Background: an optimization exercise with open tools, aiming at a short achievable clock period and few clock cycles. Do not read the settings as production practice. The RTL was checked by simulation tests, not by an equivalence proof against the original design. Power figures rest on the tool's default switching activity, not on a simulated workload.

$ cat tsld_font.hex
000000000000
0000005f0000
00d3d102bb6a
00ee5eda4ccd
00296f904531
00426edf1f5f
008d9c2ca08f
00bbf5bc5a2f
0069bcfa8717
0034252a8195
0057d63013b8
000656750652
00beb0fa82f7
00a9f001006a
002d94c529de
001b6aa71949
00bc2e93aee2
009886f53b60
00ce54d3e9b5
007fdf1e3b0a
008ec1cdbc37
006f96412fab
000a21f5ea84
00ddfb4d2afa
003af72602d5
006228578a59
00b60f0c0352
00ccfe631471
00c502c92deb
0083ad375eb6
000f9f7b1fc2
00c5537da003
00f3ec6bf79c
007e1111117e
00a9c45d338c
0014268e1eb2
0055f7e42a7e
00492929343b
00b285178926
007ea8002500
00ef9bd52fe2
00814318d9cc
00c0ca1067c0
003e2e6a75f4
005f062fe0eb
002d2d652d54
00e484d2ae92
00b18369f53f
00a4111e536a
009fa031be75
008722bf3392
004a91543be4
00c5b1828920
00420fcce4ab
00cc5d0b6dc6
00a11b928984
00e15f2711c2
00bf4609a2b5
004e665eaf71
00bc4f439c72
0072430c7a7e
00eb22583807
00cda0f8ad00
009a1c0715ef
007d65dc30df
00e63559452e
0063d850b94c
00c85e4d9d13
0029306b0add
003b4ed12414
002603336c55
00ca0883f31d
00dd516457ff
00267c193d0a
008891423494
0048bdfa285b
001817dfdb09
00a8818c3587
000386fb68f6
0088962685c7
00e6c8c39653
0006706a7529
0063de07a95f
00a88ad0ac5a
007078510498
00cc6350510b
009f9061204c
00f37c1c910e
00082c9d181e
0037d54f0df0
00787f751886
0038e7386c0f
006229c8be54
00feff3d8b96
002eec78fdaf
$ cat run.sh
#!/bin/bash
# synth_recipe.tcl (not shown) runs the flow's synth.tcl, then flattens the netlist and writes it again
# the make line also repeats each setting of config.mk as NAME=value (left out here)
make -C /OpenROAD-flow-scripts/flow DESIGN_CONFIG=/design/flow/config.mk WORK_HOME=/design/flow/orfs CLKGATE_MAP_FILE= SYNTH_SCRIPT=/design/flow/synth_recipe.tcl finish
$ cat config.mk
export PLATFORM = sky130hd
export DESIGN_NAME = tsld_raster
export DESIGN_NICKNAME = tsld_raster
export VERILOG_FILES = /design/flow/design.v
export SDC_FILE = /design/flow/constraint.sdc
export NUM_CORES = 4
export LEC_CHECK = 0
export CAP_MARGIN = 20
export CORE_MARGIN = 2
export CORE_UTILIZATION = 30
export PLACE_DENSITY = 0.5
export SLEW_MARGIN = 20
$ cat constraint.sdc
create_clock -name core_clock -period 16.0 [get_ports {clk}]
set_input_delay 3.2000 -clock core_clock [delete_from_list [all_inputs] [get_ports {clk}]]
set_output_delay 3.2000 -clock core_clock [all_outputs]
set_load 0.01 [all_outputs]
$ cat design.v
module tsld_raster #(
    parameter W          = 32,
    parameter H          = 16,
    parameter FONT_COUNT = 95
) (
    input             clk,
    input             rst,
    input             cmd_valid,
    output            cmd_ready,
    input      [31:0] cmd_w0,
    input      [31:0] cmd_w1,
    input      [31:0] cmd_w2,
    input      [31:0] cmd_w3,
    output            pix_we,
    output      [4:0] pix_x,
    output      [3:0] pix_y,
    output     [23:0] pix_color,
    output            busy,
    output reg        halted,
    output reg  [3:0] fault_cause,
    output reg  [7:0] fault_op
);
    reg [47:0] font [0:FONT_COUNT-1];
    initial $readmemh("tsld_font.hex", font);
    localparam S_IDLE   = 4'd0;
    localparam S_HALT   = 4'd1;
    localparam S_RUN    = 4'd2;    
    localparam S_LINE0  = 4'd3;    
    localparam S_LINE   = 4'd4;    
    localparam S_RSET   = 4'd5;    
    localparam S_RECT   = 4'd6;    
    localparam S_RFILL  = 4'd7;    
    localparam S_CCHK   = 4'd8;    
    localparam S_CSPAN  = 4'd9;    
    localparam S_CPLOT  = 4'd10;   
    localparam S_CSTEP  = 4'd11;   
    localparam S_FILL   = 4'd12;
    localparam S_GCHK   = 4'd13;   
    localparam S_GLYPH  = 4'd14;
    localparam OP_NOP   = 8'h00;
    localparam OP_PIXEL = 8'h01;
    localparam OP_LINE  = 8'h02;
    localparam OP_RECT  = 8'h03;
    localparam OP_RECTF = 8'h04;
    localparam OP_CIRC  = 8'h05;
    localparam OP_CIRCF = 8'h06;
    localparam OP_FILL  = 8'h07;
    localparam OP_GLYPH = 8'h08;
    reg [3:0] state;
    reg         is_filled;           
    reg  [23:0] col_o;               
    reg  [23:0] col_f;               
    reg  signed [31:0] ax, ay;       
    reg  signed [31:0] bx, by;       
    reg   [7:0] chr;
    reg  signed [31:0] px, py;
    reg  [31:0] cnt;
    reg         vert;
    reg  [23:0] pcol;
    reg   [3:0] ret;
    reg         steep;
    reg  signed [31:0] lx, ly, lend, ldx, ldy, lerr;
    reg         ystep_up;
    reg  signed [31:0] xm, ym, rw, rh;
    reg   [1:0] phase;
    reg  [31:0] outer;
    reg  signed [31:0] rx, ry, cerr;
    reg   [2:0] k;
    reg   [1:0] span;
    reg         done_f;
    reg  [47:0] gbits;
    reg   [2:0] gcx, gcy;
    wire  [7:0] op = cmd_w0[31:24];
    wire        op_legal = (op <= OP_GLYPH);
    reg         rsv_bad;
    always @(*) begin
        case (op)
            OP_NOP:   rsv_bad = (cmd_w0[23:0] != 24'd0);
            OP_RECTF: rsv_bad = (cmd_w3[31:24] != 8'd0);
            OP_CIRC:  rsv_bad = (cmd_w2[31:16] != 16'd0);
            OP_CIRCF: rsv_bad = (cmd_w2[31:16] != 16'd0) || (cmd_w3[31:24] != 8'd0);
            OP_GLYPH: rsv_bad = (cmd_w2[31:8] != 24'd0);
            default:  rsv_bad = 1'b0;
        endcase
    end
    wire signed [31:0] w1x = {{16{cmd_w1[31]}}, cmd_w1[31:16]};
    wire signed [31:0] w1y = {{16{cmd_w1[15]}}, cmd_w1[15:0]};
    wire signed [31:0] w2x = {{16{cmd_w2[31]}}, cmd_w2[31:16]};
    wire signed [31:0] w2y = {{16{cmd_w2[15]}}, cmd_w2[15:0]};
    wire signed [31:0] w2r = {{16{cmd_w2[15]}}, cmd_w2[15:0]};
    assign cmd_ready = (state == S_IDLE) || (state == S_HALT);
    assign busy      = (state != S_IDLE) && (state != S_HALT);
    wire   accept    = cmd_valid && (state == S_IDLE);
    wire signed [31:0] l_adx = (bx > ax) ? (bx - ax) : (ax - bx);
    wire signed [31:0] l_ady = (by > ay) ? (by - ay) : (ay - by);
    wire               l_steep = (l_ady > l_adx);
    wire signed [31:0] s_x0 = l_steep ? ay : ax;
    wire signed [31:0] s_y0 = l_steep ? ax : ay;
    wire signed [31:0] s_x1 = l_steep ? by : bx;
    wire signed [31:0] s_y1 = l_steep ? bx : by;
    wire               l_swap = (s_x0 > s_x1);
    wire signed [31:0] t_x0 = l_swap ? s_x1 : s_x0;
    wire signed [31:0] t_y0 = l_swap ? s_y1 : s_y0;
    wire signed [31:0] t_x1 = l_swap ? s_x0 : s_x1;
    wire signed [31:0] t_y1 = l_swap ? s_y0 : s_y1;
    wire signed [31:0] t_dx = t_x1 - t_x0;
    wire signed [31:0] t_dy = (t_y1 > t_y0) ? (t_y1 - t_y0) : (t_y0 - t_y1);
    wire signed [31:0] l_err_n  = lerr - ldy;
    wire signed [31:0] c_ry_n = ry + 32'sd1;
    wire signed [31:0] c_rx_n = rx - 32'sd1;
    reg               plot_en;
    reg signed [31:0] plot_x, plot_y;
    reg        [23:0] plot_c;
    always @(*) begin
        plot_en = 1'b0;
        plot_x  = px;
        plot_y  = py;
        plot_c  = pcol;
        case (state)
            S_RUN, S_FILL: begin
                plot_en = 1'b1;
            end
            S_LINE: begin
                plot_en = 1'b1;
                plot_x  = steep ? ly : lx;
                plot_y  = steep ? lx : ly;
                plot_c  = col_o;
            end
            S_CPLOT: begin
                plot_en = 1'b1;
                plot_c  = col_o;
                case (k)
                    3'd0: begin plot_x = ax + rx; plot_y = ay + ry; end
                    3'd1: begin plot_x = ax + ry; plot_y = ay + rx; end
                    3'd2: begin plot_x = ax - rx; plot_y = ay + ry; end
                    3'd3: begin plot_x = ax - ry; plot_y = ay + rx; end
                    3'd4: begin plot_x = ax - rx; plot_y = ay - ry; end
                    3'd5: begin plot_x = ax - ry; plot_y = ay - rx; end
                    3'd6: begin plot_x = ax + rx; plot_y = ay - ry; end
                    default: begin plot_x = ax + ry; plot_y = ay - rx; end
                endcase
            end
            S_GLYPH: begin
                plot_en = gbits[{gcx, gcy}];
                plot_x  = ax + {29'd0, gcx};
                plot_y  = ay + {29'd0, gcy};
                plot_c  = col_o;
            end
            default: ;
        endcase
    end
    wire in_bounds = (plot_x >= 0) && (plot_x < W) && (plot_y >= 0) && (plot_y < H);
    assign pix_we    = plot_en && in_bounds;
    assign pix_x     = plot_x[4:0];
    assign pix_y     = plot_y[3:0];
    assign pix_color = plot_c;
    always @(posedge clk) begin
        if (rst) begin
            state       <= S_IDLE;
            halted      <= 1'b0;
            fault_cause <= 4'd0;
            fault_op    <= 8'd0;
        end else begin
            case (state)
                S_IDLE: if (accept) begin
                    col_o     <= cmd_w0[23:0];
                    col_f     <= cmd_w3[23:0];
                    ax        <= w1x;
                    ay        <= w1y;
                    bx        <= w2x;
                    by        <= w2y;
                    chr       <= cmd_w2[7:0];
                    is_filled <= (op == OP_RECTF) || (op == OP_CIRCF);
                    if (!op_legal) begin
                        halted      <= 1'b1;
                        fault_cause <= 4'd1;
                        fault_op    <= op;
                        state       <= S_HALT;
                    end else if (rsv_bad) begin
                        halted      <= 1'b1;
                        fault_cause <= 4'd2;
                        fault_op    <= op;
                        state       <= S_HALT;
                    end else begin
                        case (op)
                            OP_PIXEL: begin
                                px    <= w1x;
                                py    <= w1y;
                                cnt   <= 32'd0;
                                vert  <= 1'b0;
                                pcol  <= cmd_w0[23:0];
                                ret   <= S_IDLE;
                                state <= S_RUN;
                            end
                            OP_LINE:  state <= S_LINE0;
                            OP_RECT,
                            OP_RECTF: state <= S_RSET;
                            OP_CIRC,
                            OP_CIRCF: begin
                                rx     <= w2r;
                                ry     <= 32'sd0;
                                cerr   <= 32'sd1 - w2r;
                                done_f <= 1'b0;
                                state  <= S_CCHK;
                            end
                            OP_FILL: begin
                                px    <= 32'sd0;
                                py    <= 32'sd0;
                                pcol  <= cmd_w0[23:0];
                                state <= S_FILL;
                            end
                            OP_GLYPH: state <= S_GCHK;
                            default:  state <= S_IDLE;    
                        endcase
                    end
                end
                S_HALT: ;    
                S_RUN: begin
                    if (cnt == 32'd0) begin
                        state <= ret;
                    end else begin
                        if (vert) py <= py + 32'sd1;
                        else      px <= px + 32'sd1;
                        cnt <= cnt - 32'd1;
                    end
                end
                S_LINE0: begin
                    pcol <= col_o;
                    ret  <= S_IDLE;
                    vert <= (ax == bx);
                    if (ax == bx) begin
                        px    <= ax;
                        py    <= (ay < by) ? ay : by;
                        cnt   <= l_ady;
                        state <= S_RUN;
                    end else if (ay == by) begin
                        px    <= (ax < bx) ? ax : bx;
                        py    <= ay;
                        cnt   <= l_adx;
                        state <= S_RUN;
                    end else begin
                        steep    <= l_steep;
                        lx       <= t_x0;
                        ly       <= t_y0;
                        lend     <= t_x1;
                        ldx      <= t_dx;
                        ldy      <= t_dy;
                        lerr     <= t_dx >>> 1;
                        ystep_up <= (t_y0 < t_y1);
                        state    <= S_LINE;
                    end
                end
                S_LINE: begin
                    if (lx == lend) begin
                        state <= S_IDLE;
                    end else begin
                        lx <= lx + 32'sd1;
                        if (l_err_n < 0) begin
                            ly   <= ystep_up ? (ly + 32'sd1) : (ly - 32'sd1);
                            lerr <= l_err_n + ldx;
                        end else begin
                            lerr <= l_err_n;
                        end
                    end
                end
                S_RSET: begin
                    xm    <= (ax < bx) ? ax : bx;
                    ym    <= (ay < by) ? ay : by;
                    rw    <= l_adx;
                    rh    <= l_ady;
                    phase <= 2'd0;
                    outer <= 32'd0;
                    state <= is_filled ? S_RFILL : S_RECT;
                end
                S_RECT: begin
                    pcol  <= col_o;
                    phase <= phase + 2'd1;
                    ret   <= (phase == 2'd3) ? S_IDLE : S_RECT;
                    state <= S_RUN;
                    case (phase)
                        2'd0: begin px <= xm;      py <= ym;      cnt <= rw; vert <= 1'b0; end
                        2'd1: begin px <= xm;      py <= ym + rh; cnt <= rw; vert <= 1'b0; end
                        2'd2: begin px <= xm;      py <= ym;      cnt <= rh; vert <= 1'b1; end
                        default: begin px <= xm + rw; py <= ym;   cnt <= rh; vert <= 1'b1; end
                    endcase
                end
                S_RFILL: begin
                    pcol  <= col_f;
                    outer <= outer + 32'd1;
                    state <= S_RUN;
                    if (rh > rw) begin
                        px   <= xm + outer;
                        py   <= ym;
                        cnt  <= rh;
                        vert <= 1'b1;
                        if (outer == rw) ret <= (col_o != col_f) ? S_RECT : S_IDLE;
                        else             ret <= S_RFILL;
                    end else begin
                        px   <= xm;
                        py   <= ym + outer;
                        cnt  <= rw;
                        vert <= 1'b0;
                        if (outer == rh) ret <= (col_o != col_f) ? S_RECT : S_IDLE;
                        else             ret <= S_RFILL;
                    end
                end
                S_CCHK: begin
                    k    <= 3'd0;
                    span <= 2'd0;
                    if (rx >= ry) state <= is_filled ? S_CSPAN : S_CPLOT;
                    else          state <= S_IDLE;
                end
                S_CSPAN: begin
                    pcol <= col_f;
                    vert <= 1'b0;
                    case (span)
                        2'd0: begin
                            px <= ax - rx; py <= ay + ry; cnt <= rx <<< 1;
                            span <= 2'd1; ret <= S_CSPAN; state <= S_RUN;
                        end
                        2'd1: begin
                            px <= ax - rx; py <= ay - ry; cnt <= rx <<< 1;
                            span <= 2'd2; ret <= S_CSPAN; state <= S_RUN;
                        end
                        2'd2: begin
                            if (!done_f) begin
                                px <= ax - ry; py <= ay + rx; cnt <= ry <<< 1;
                                span <= 2'd3; ret <= S_CSPAN; state <= S_RUN;
                            end else begin
                                state <= S_CPLOT;
                            end
                        end
                        default: begin
                            px <= ax - ry; py <= ay - rx; cnt <= ry <<< 1;
                            done_f <= 1'b1; ret <= S_CPLOT; state <= S_RUN;
                        end
                    endcase
                end
                S_CPLOT: begin
                    k <= k + 3'd1;
                    if (k == 3'd7) state <= S_CSTEP;
                end
                S_CSTEP: begin
                    ry <= c_ry_n;
                    if (cerr < 0) begin
                        cerr <= cerr + (c_ry_n <<< 1) + 32'sd1;
                    end else begin
                        rx     <= c_rx_n;
                        cerr   <= cerr + ((c_ry_n - c_rx_n + 32'sd1) <<< 1);
                        done_f <= 1'b0;
                    end
                    state <= S_CCHK;
                end
                S_FILL: begin
                    if (px == W - 1) begin
                        px <= 32'sd0;
                        if (py == H - 1) state <= S_IDLE;
                        else             py <= py + 32'sd1;
                    end else begin
                        px <= px + 32'sd1;
                    end
                end
                S_GCHK: begin
                    gcx <= 3'd0;
                    gcy <= 3'd0;
                    if (chr < 8'd32 || chr >= 8'd32 + FONT_COUNT) begin
                        halted      <= 1'b1;
                        fault_cause <= 4'd3;
                        fault_op    <= OP_GLYPH;
                        state       <= S_HALT;
                    end else begin
                        gbits <= font[chr - 8'd32];
                        state <= S_GLYPH;
                    end
                end
                S_GLYPH: begin
                    gcy <= gcy + 3'd1;
                    if (gcy == 3'd7) begin
                        gcx <= gcx + 3'd1;
                        if (gcx == 3'd5) state <= S_IDLE;
                    end
                end
                default: state <= S_IDLE;
            endcase
        end
    end
endmodule
==> results.txt <==
* Layout area overhead at 12.5%
* Overflow after GRT at 0
* Distinct cells, synth at 105
* Critical path class: register to register
* Minimum clock period at 15,340 ps
* TritonCTS Buffers at 93
* H-Tree Depth at 3
* FILL cells at 25,939
* Largest net degree at the start of global routing at 123
* Via count at 73,533
* Crit path from: ay[4]$_DFFE_PP_
* Slew HR at 13.9%
* Final WL at 361,000 µm
* Yosys warning total at 1
* TritonCTS clock tree: yes
* Vias/cell at 5.87
* Nets@finish at 10,038
* Synth Flop Type: edfxtp_1
* Worst-path cell with the longest stage delay: ha_2
* Static leakage at 32.6 nW
* Seq/Total Area, Yosys at 27.1%
* Gate Count Post-Synth at 9,082
* Fin util at 33.8%
* Worst flop-to-flop path endpoint: ldy[26]$_DFFE_PP_
* Slew Limit Fails at 0
* Clock-pin slew of the registers on the worst-case setup and hold paths at 60 ps
* Max reg flops at 40
* CORE AREA at 248,000 µm²
* Tot Pwr at 22.7 mW
* Setup TNS at 0 ps
* Min-delay src: fault_op[3]$_SDFFE_PP0P_
* Root Driver: clkbuf_16
* Die Ht at 503 µm
* Synth area leader: edfxtp_1
* Rows at 183
* IO Count at 180
* Top cells by area, synth: edfxtp_1 27%, ha_1 13%, xnor2_1 6.0%, a21oi_1 5.8%, o21ai_0 4.5%
* Post-route antenna net violation count at 0
* Iter 0 DRT Violations at 8,503
* Drc violations at 0
* Final setup skew at 82.8 ps
* Fin crit share at 95.9%
* Crit path buffers/inverters at 5
* Die Wd at 503 µm
* PwrDens at 270 nW/µm²
* Clk Latency, worst-skew pair at 790 ps
* Vias in the first global route at 69,179
* Fmax at 65.2 MHz
* Syn avg cell area at 8.21 µm²
* CP Capture Type: register
* Max IR drop VDD at 633 µV
* Hold EP: fault_op[3]$_SDFFE_PP0P_
* Crit start category: register
* RSZ-0062 raised after global routing: false
* Largest Register: gbits
* Flops & latches, synth at 679
* Status: complete, no violations
* Actual slew at the worst max-slew pin at 1260 ps
* Hold Vio Cnt, Final at 0
* Share of cells above drive strength 1 at 6.00%
* Sink Count at 679
* Largest fanout on the critical path at 33
* Register Area at 20,200 µm²
* DP HPWL at 284,000 µm
* Detailed Routing Iterations Pass 1 at 9
* RR Startpoint: ay[4]$_DFFE_PP_
* Final hold slack at 509 ps
* PortBufs at 177
* Cell Area, Synth at 74,600 µm²
* Post-synth top area share at 26.7%
* Final Setup Violations at 0
* All-Layer GR Usage at 27.6%
* R2R cell count at 62
* Total die area at 253,000 µm²
* EDFF count, synth at 664
* Global-route wire length before repair at 509,000 µm
* Final Wtd Congestion at 0.998
* Initial antenna violation count at 18
* CP peak stage delay at 540 ps
* Kind of cell adding the most delay to the critical path: compound AO/OA/AOI/OAI gates
* Drt wl/cell at 28.8 µm
* Final Non-Filler Cells at 12,536
* Area of the multi-input gates at 51,100 µm²
* CP Data Arrival Time at 15,950 ps
* Required time of the worst setup path at 16,600 ps
* CP most frequent cell: nand2_1
* Hold Path Depth at 2
* Hold Path Class: register to register
* Clk buf depth at 3
* Ys async rst share at 0%
* R2R Setup Slk at 660 ps
* Initial core utilization at 30.1%
* Cells after DPL at 12,353
* Max Cap Viol at 0
cell families (layout without fill, tap and decap cells):
group	Yosys count	after routing	share of synthesized area, %
muxes	229	229	3.46
DFF	679	679	27.1
buffers and inverters	942	1056	4.84
AOI/OAI and AO/OA	2815	2815	24.0
adders and majority gates	789	789	13.5
other	1	11	0.00503
and+or+nand+nor	2839	2839	17.8
xor gates and xnor gates	788	788	9.25
power breakdown:
group / total (mW) / switching (mW) / internal [mW]
Sequential: 3.44 / 0.225 / 3.21
Combinational: 17.0 / 11.3 / 5.77
Clock: 2.18 / 0.937 / 1.25
Total: 22.7 / 12.4 / 10.2
worst max path at each step:
| stage | endpoint | slack [ps] | cells past startpoint |
|---|---|---|---|
| 2_1_floorplan | ldy[18]$_DFFE_PP_ | 1420 | 74 |
| 3_5_place_dp | ldy[26]$_DFFE_PP_ | 5 | 57 |
| 5_1_grt | ldy[26]$_DFFE_PP_ | 6 | 62 |
| 6_report | ldy[26]$_DFFE_PP_ | 660 | 62 |
| 4_1_cts | ldy[26]$_DFFE_PP_ | 150 | 59 |
| 3_3_place_gp | ldy[26]$_DFFE_PP_ | 230 | 57 |
synthesized netlist by cell type, types with 35 or more instances:
library cell    n
xnor2_1       513
o21ai_0       664
nand3_1       232
and2_1         74
nand2b_1       87
a211oi_1       80
inv_1         491
a21oi_1       859
a221oi_1       43
clkbuf_1      349
mux2i_1       176
ha_1          755
nor2_1        763
a311oi_1       38
a31oi_1        87
o22ai_1        47
nand2_1       883
nor3_1        223
edfxtp_1      664
o221ai_1       59
and3_1         86
a222oi_1       35
or3_1          69
nand4_1       100
xor2_1        275
o21bai_1      135
a22oi_1        57
o21a_1         67
o31ai_1        50
buf_1          70
nor2b_1       103
o211ai_1      119
nor4_1        104
a21o_1        171
layer usage:
layer / GRT usage [%] / routed length (µm) / vias to the layer above
li1: - / - / 33557
met1: 39.4 / 165000 / 36083
met2: 40.6 / 150000 / 3296
met3: 4.55 / 29000 / 589
met4: 12.2 / 17600 / 8
met5: 0 / 68 / -
final cells by class:
cell class	count	area share (%)
Antenna cell	9	0.0268
Clock buffer	116	2.88
Clock inverter	55	0.833
Inverter	500	2.25
Multi-Input combinational cell	7462	60.9
Sequential cell	679	24.1
Tap cell	3330	4.96
Timing Repair Buffer	385	4.04
per-stage QoR:
stage	area [µm²]	worst slack, ps
after global placement	80600	234
after floorplan	74600	1420
after global routing	83900	5.52
after detailed placement	80700	5.44
final	83900	655
after CTS	83800	148
tightest hold or removal path, delay by kind of cell, from the launching register on:
family           cells  cell delay (ps)
AO/OA/AOI/OAI        1               50
AND/OR/NAND/NOR      1              100
flip-flops           1              320
placed cells by master, fill, tap and decap left out, types with 203 or more instances in the layout:
cell type	count
xor2_1	275
ha_1	751
nand2_1	881
buf_4	203
nand3_1	228
edfxtp_1	664
nor2_1	752
o21ai_0	658
xnor2_1	510
a21oi_1	854
inv_1	485
nor3_1	214
repair_timing:
| item | in CTS | in global routing |
|---|---|---|
| resized for setup | 0 | 18 |
| endpoints found under the hold margin | 0 | 0 |
| setup buffers | 1 | 2 |
| endpoints found under the setup margin | 1 | 18 |
| hold buffers | 0 | 0 |
Testbench counts, summed over its fixed seeds: cycles 228,725.

re-timing with driven ports:
In the flow no input, the clock included, has a driving cell. The finished layout below was timed again as built, in two steps. Step 1 sets driving cells, clkbuf_16 on the clock port and buf_2 on the other inputs (assumed; they add their load-dependent delay and slew). Step 2 adds t to the input delays and takes it off the output delays; t is the mean of the earliest and latest rising clock arrival at the registers after step 1. Input paths then give back, and output paths get back, about the clock's delay inside the block. Slacks: ideal ports / drivers / drivers and shift; pairs: ideal ports / drivers.
t, ns: 0.841
setup WS [ns]: 0.655 / 0.655 / 0.655
hold WS [ns]: 0.509 / 0.509 / 0.509
worst setup path after step 2: register to register
worst data-port slew with drivers (ns): 0.07
After both steps setup and hold are still met in this run. For this run, drivers alone change the setup slack by 0.000 ns; drivers and shift together by 0.000 ns.
